This is an optimization exercise on Yosys and OpenROAD, whose aim is small area, a short achievable clock period and few clock cycles, not a production implementation. In this exercise RTL edits were held to simulation tests only and were not proved equivalent to the original. No activity file was given, so power comes from the tool's default toggle rates.

exp/cedar:
## arith_core
module arith_core #(parameter N = 32) (
    input  wire         clk,
    input  wire         rst,
    input  wire         start,
    input  wire [4:0]   cmd,
    input  wire [N-1:0] a_in,
    input  wire [N-1:0] b_in,
    output reg          busy,
    output reg          done,
    output reg  [1:0]   status,
    output wire [N-1:0] res_hi,
    output wire [N-1:0] res_lo,
    output reg  [3:0]   flags
);
clock: 20.0 ns
lec_check: 0
cap_margin: 20
core_margin: 2
core_utilization: 40
slew_margin: 20
standard.sh (not shown) runs the stock make flow with config.mk's settings and CLKGATE_MAP_FILE= SYNTH_SCRIPT=/design/flow/synth_recipe.tcl, a recipe that flattens the netlist after the stock synthesis.
==> flow/flow/run.sh <==
#!/bin/bash
# Standard layout, with two changes to how it is made:
#  - timing repair is asked to reach 5.2 ns paths (a setup margin on the
#    unchanged 20 ns constraint);
#  - every input and output port still gets its own buffer, but a buf_1
#    instead of the larger cell buffer_ports picks by default.
# Every tool's log stays under orfs/logs; make's own output goes to
# flow_make.log.
set -euo pipefail
bash standard.sh SETUP_SLACK_MARGIN=14.8 \
  "BUFFER_PORTS_ARGS=-buffer_cell sky130_fd_sc_hd__buf_1" finish > flow_make.log 2>&1
exp/cedar ended with every stage complete and zero timing, DRC or antenna violations.
Testbench counts of exp/cedar, summed over its fixed seeds: cycles 74,844.
Setup changes, exp/cedar to exp/sierra
Settings: CORE_UTILIZATION changed from 40 to 60.
==> run summary <==
The final layout from exp/sierra, which completed every stage, passed the timing, DRC and antenna checks at the end of the flow. Going from exp/cedar to exp/sierra, worst hold slack across all endpoints now sits lower, routed via count divided by cell count now sits higher, final weighted congestion in routability-driven placement now sits higher, global-route usage now sits higher. Sort exp/sierra and exp/cedar by highest achievable clock rate, ascending, and exp/sierra comes first. Final cycle utilization of the critical path came out higher on exp/sierra than on exp/cedar. Compare exp/sierra and exp/cedar | count of clock-buffer cells in the layout lower: exp/sierra.
Here is what was changed in the inputs of exp/nickel compared with exp/sierra.
Settings: a change of CORE_UTILIZATION from 60 to 40.
==> flow/flow/run.sh <==
#!/bin/bash
# Standard layout, with two changes to how it is made:
#  - timing repair is asked to reach 5.3 ns paths (a setup margin on the
#    unchanged 20 ns constraint);
#  - every input and output port still gets its own buffer, but a buf_1
#    instead of the larger cell buffer_ports picks by default.
# Every tool's log stays under orfs/logs; make's own output goes to
# flow_make.log.
set -euo pipefail
bash standard.sh SETUP_SLACK_MARGIN=14.7 \
  "BUFFER_PORTS_ARGS=-buffer_cell sky130_fd_sc_hd__buf_1" finish > flow_make.log 2>&1
==> comparison <==
- The routability-driven placement congestion ratio of exp/nickel falls short of that of exp/sierra by about 4%.
- Diff exp/sierra -> exp/nickel: number of antenna violations at the first check in global routing saw an increase; setup slack saw a decrease; final worst-path cycle share saw an increase.
- exp/nickel finished all stages; the layout is clean.
- exp/sierra: done, clean on timing, DRC and antenna
- | non-clock buffer count | exp/nickel vs exp/sierra | 6.2% lower |
- Of exp/nickel and exp/sierra, the higher clock tree buffer count of the final layout belongs to exp/nickel.
- [exp/nickel] routing usage on met2 fell 18 points relative to exp/sierra
#### Input delta (exp/ember over exp/nickel)
==> flow/flow/run.sh <==
#!/bin/bash
# Standard layout, with two changes to how it is made:
#  - timing repair is asked to reach 5 ns paths (a setup margin on the
#    unchanged 20 ns constraint);
#  - every input and output port still gets its own buffer, but a buf_1
#    instead of the larger cell buffer_ports picks by default.
# Every tool's log stays under orfs/logs; make's own output goes to
# flow_make.log.
set -euo pipefail
bash standard.sh SETUP_SLACK_MARGIN=15 \
  "BUFFER_PORTS_ARGS=-buffer_cell sky130_fd_sc_hd__buf_1" finish > flow_make.log 2>&1
Notes after the runs:
The run showing the greater non-clock inverter count in the final layout is exp/ember.
Power consumption on exp/ember is behind exp/nickel.
Sequential share of cell area: exp/ember < exp/nickel
Going from exp/nickel to exp/ember, the wire length the detailed router placed on met1 was found to have gone up by 640 um.
exp/ember: fraction of standard cell area in multi-input logic lower than exp/nickel
The data arrival at the endpoint of the critical path in exp/ember was lower than what exp/nickel gave.
exp/ember vs. exp/nickel: relative contribution of sequential cells to total power shows a reduction of 3.3 points, setup slack of the most critical reg-to-reg path shows an increase of 250 ps.
What exp/pepper does differently from exp/ember at the input level:
==> flow/flow/run.sh <==
#!/bin/bash
# Standard layout, with two changes to how it is made:
#  - timing repair is asked to reach 5.5 ns paths (a setup margin on the
#    unchanged 20 ns constraint);
#  - every input and output port still gets its own buffer, but a buf_1
#    instead of the larger cell buffer_ports picks by default.
# Every tool's log stays under orfs/logs; make's own output goes to
# flow_make.log.
set -euo pipefail
bash standard.sh SETUP_SLACK_MARGIN=14.5 \
  "BUFFER_PORTS_ARGS=-buffer_cell sky130_fd_sc_hd__buf_1" finish > flow_make.log 2>&1
## What came out
- Changes observed in exp/pepper relative to exp/ember: non-clock buffer count in the final layout went down, fraction of power spent switching nets went up by 0.71 points.
- Comparing exp/ember against exp/pepper, there is no change at all in number of buffer and inverter instances along the worst setup path.
- Compared with exp/ember, in exp/pepper placed cell area flat; global-route usage lost 1.6 points; cell area now sits lower; cell total after placement has remained practically unchanged; setup slack of the critical path after layout fell by 330 ps.
- Side by side, wire length turned out lower in exp/pepper than in exp/ember.


Setup of JK:
arith_core, a different RTL version from the one above (not shown whole).
For scale: about 1800 cells after synthesis, ~140 flip-flops, ~140 I/O pins, ~0.015 mm2 of cells after synthesis.
==> flow/config.mk <==
export PLATFORM = sky130hd
export DESIGN_NAME = arith_core
export DESIGN_NICKNAME = arith_core
export VERILOG_FILES = /design/flow/design.v
export SDC_FILE = /design/flow/constraint.sdc
export NUM_CORES = 4
export LEC_CHECK = 0
export CAP_MARGIN = 20
export CORE_MARGIN = 2
export CORE_UTILIZATION = 40
export SLEW_MARGIN = 20
==> flow/constraint.sdc <==
create_clock -name core_clock -period 20.0 [get_ports {clk}]
set_input_delay 4.0000 -clock core_clock [delete_from_list [all_inputs] [get_ports {clk}]]
set_output_delay 4.0000 -clock core_clock [all_outputs]
set_load 0.01 [all_outputs]
==> flow/flow/run.sh <==
#!/bin/bash
# Standard layout, with timing repair asked to reach 5 ns paths (a setup
# margin on the unchanged 20 ns constraint); every tool's log stays under
# orfs/logs, make's own output goes to flow_make.log.
set -euo pipefail
bash standard.sh SETUP_SLACK_MARGIN=15 finish > flow_make.log 2>&1
Testbench counts of JK, summed over its fixed seeds: cycles 74,844.
Input changes introduced in MS (baseline for comparison: JK):
==> flow/flow/run.sh <==
#!/bin/bash
# Standard layout, with two changes to how it is made:
#  - timing repair is asked to reach 5 ns paths (a setup margin on the
#    unchanged 20 ns constraint);
#  - every input and output port still gets its own buffer, but a buf_1
#    instead of the larger cell buffer_ports picks by default.
# Every tool's log stays under orfs/logs; make's own output goes to
# flow_make.log.
set -euo pipefail
bash standard.sh SETUP_SLACK_MARGIN=15 \
  "BUFFER_PORTS_ARGS=-buffer_cell sky130_fd_sc_hd__buf_1" finish > flow_make.log 2>&1
Findings:
- Combinational share of power in MS is 1.3 points below JK.
- MS vs. JK: cell internal power dissipation went down by 3.6%.
- Of the two candidates, JK has the worse total wire length after detailed routing and MS the better one.

## port drivers added, routing unchanged
In the flow no input, the clock included, has a driving cell. The finished layouts below were timed again as built, in two steps.
Step 1 (the two cells are an assumption about what drives the block):
set clk [get_ports {clk}]
set_driving_cell -lib_cell sky130_fd_sc_hd__clkbuf_16 $clk
set_driving_cell -lib_cell sky130_fd_sc_hd__buf_2 [delete_from_list [all_inputs] $clk]
Step 2 times the ports against the registers' clock, not the clock port: input delays grow and output delays shrink by t, the midpoint of the rising clock arrivals with the driver on.
Three values: no drivers, after step 1, after step 2; two values: the first two.
run | shift t [ns] | slack for setup (ns) | cell pins on the clock port's net
exp/cedar | 0.499 | 14.840 / 14.788 / 14.375 | 1
exp/sierra | 0.474 | 14.807 / 14.755 / 14.408 | 1
exp/nickel | 0.504 | 14.671 / 14.619 / 14.346 | 1
exp/ember | 0.510 | 14.880 / 14.824 / 14.641 | 1
exp/pepper | 0.497 | 14.552 / 14.500 / 14.088 | 1
JK | 0.507 | 14.684 / 14.699 / 14.192 | 1
MS | 0.503 | 14.772 / 14.786 / 14.283 | 1
After both steps setup and hold are still met in every run listed. For JK, which loses most, drivers alone change the setup slack by +0.015 ns; drivers and shift together by -0.492 ns.
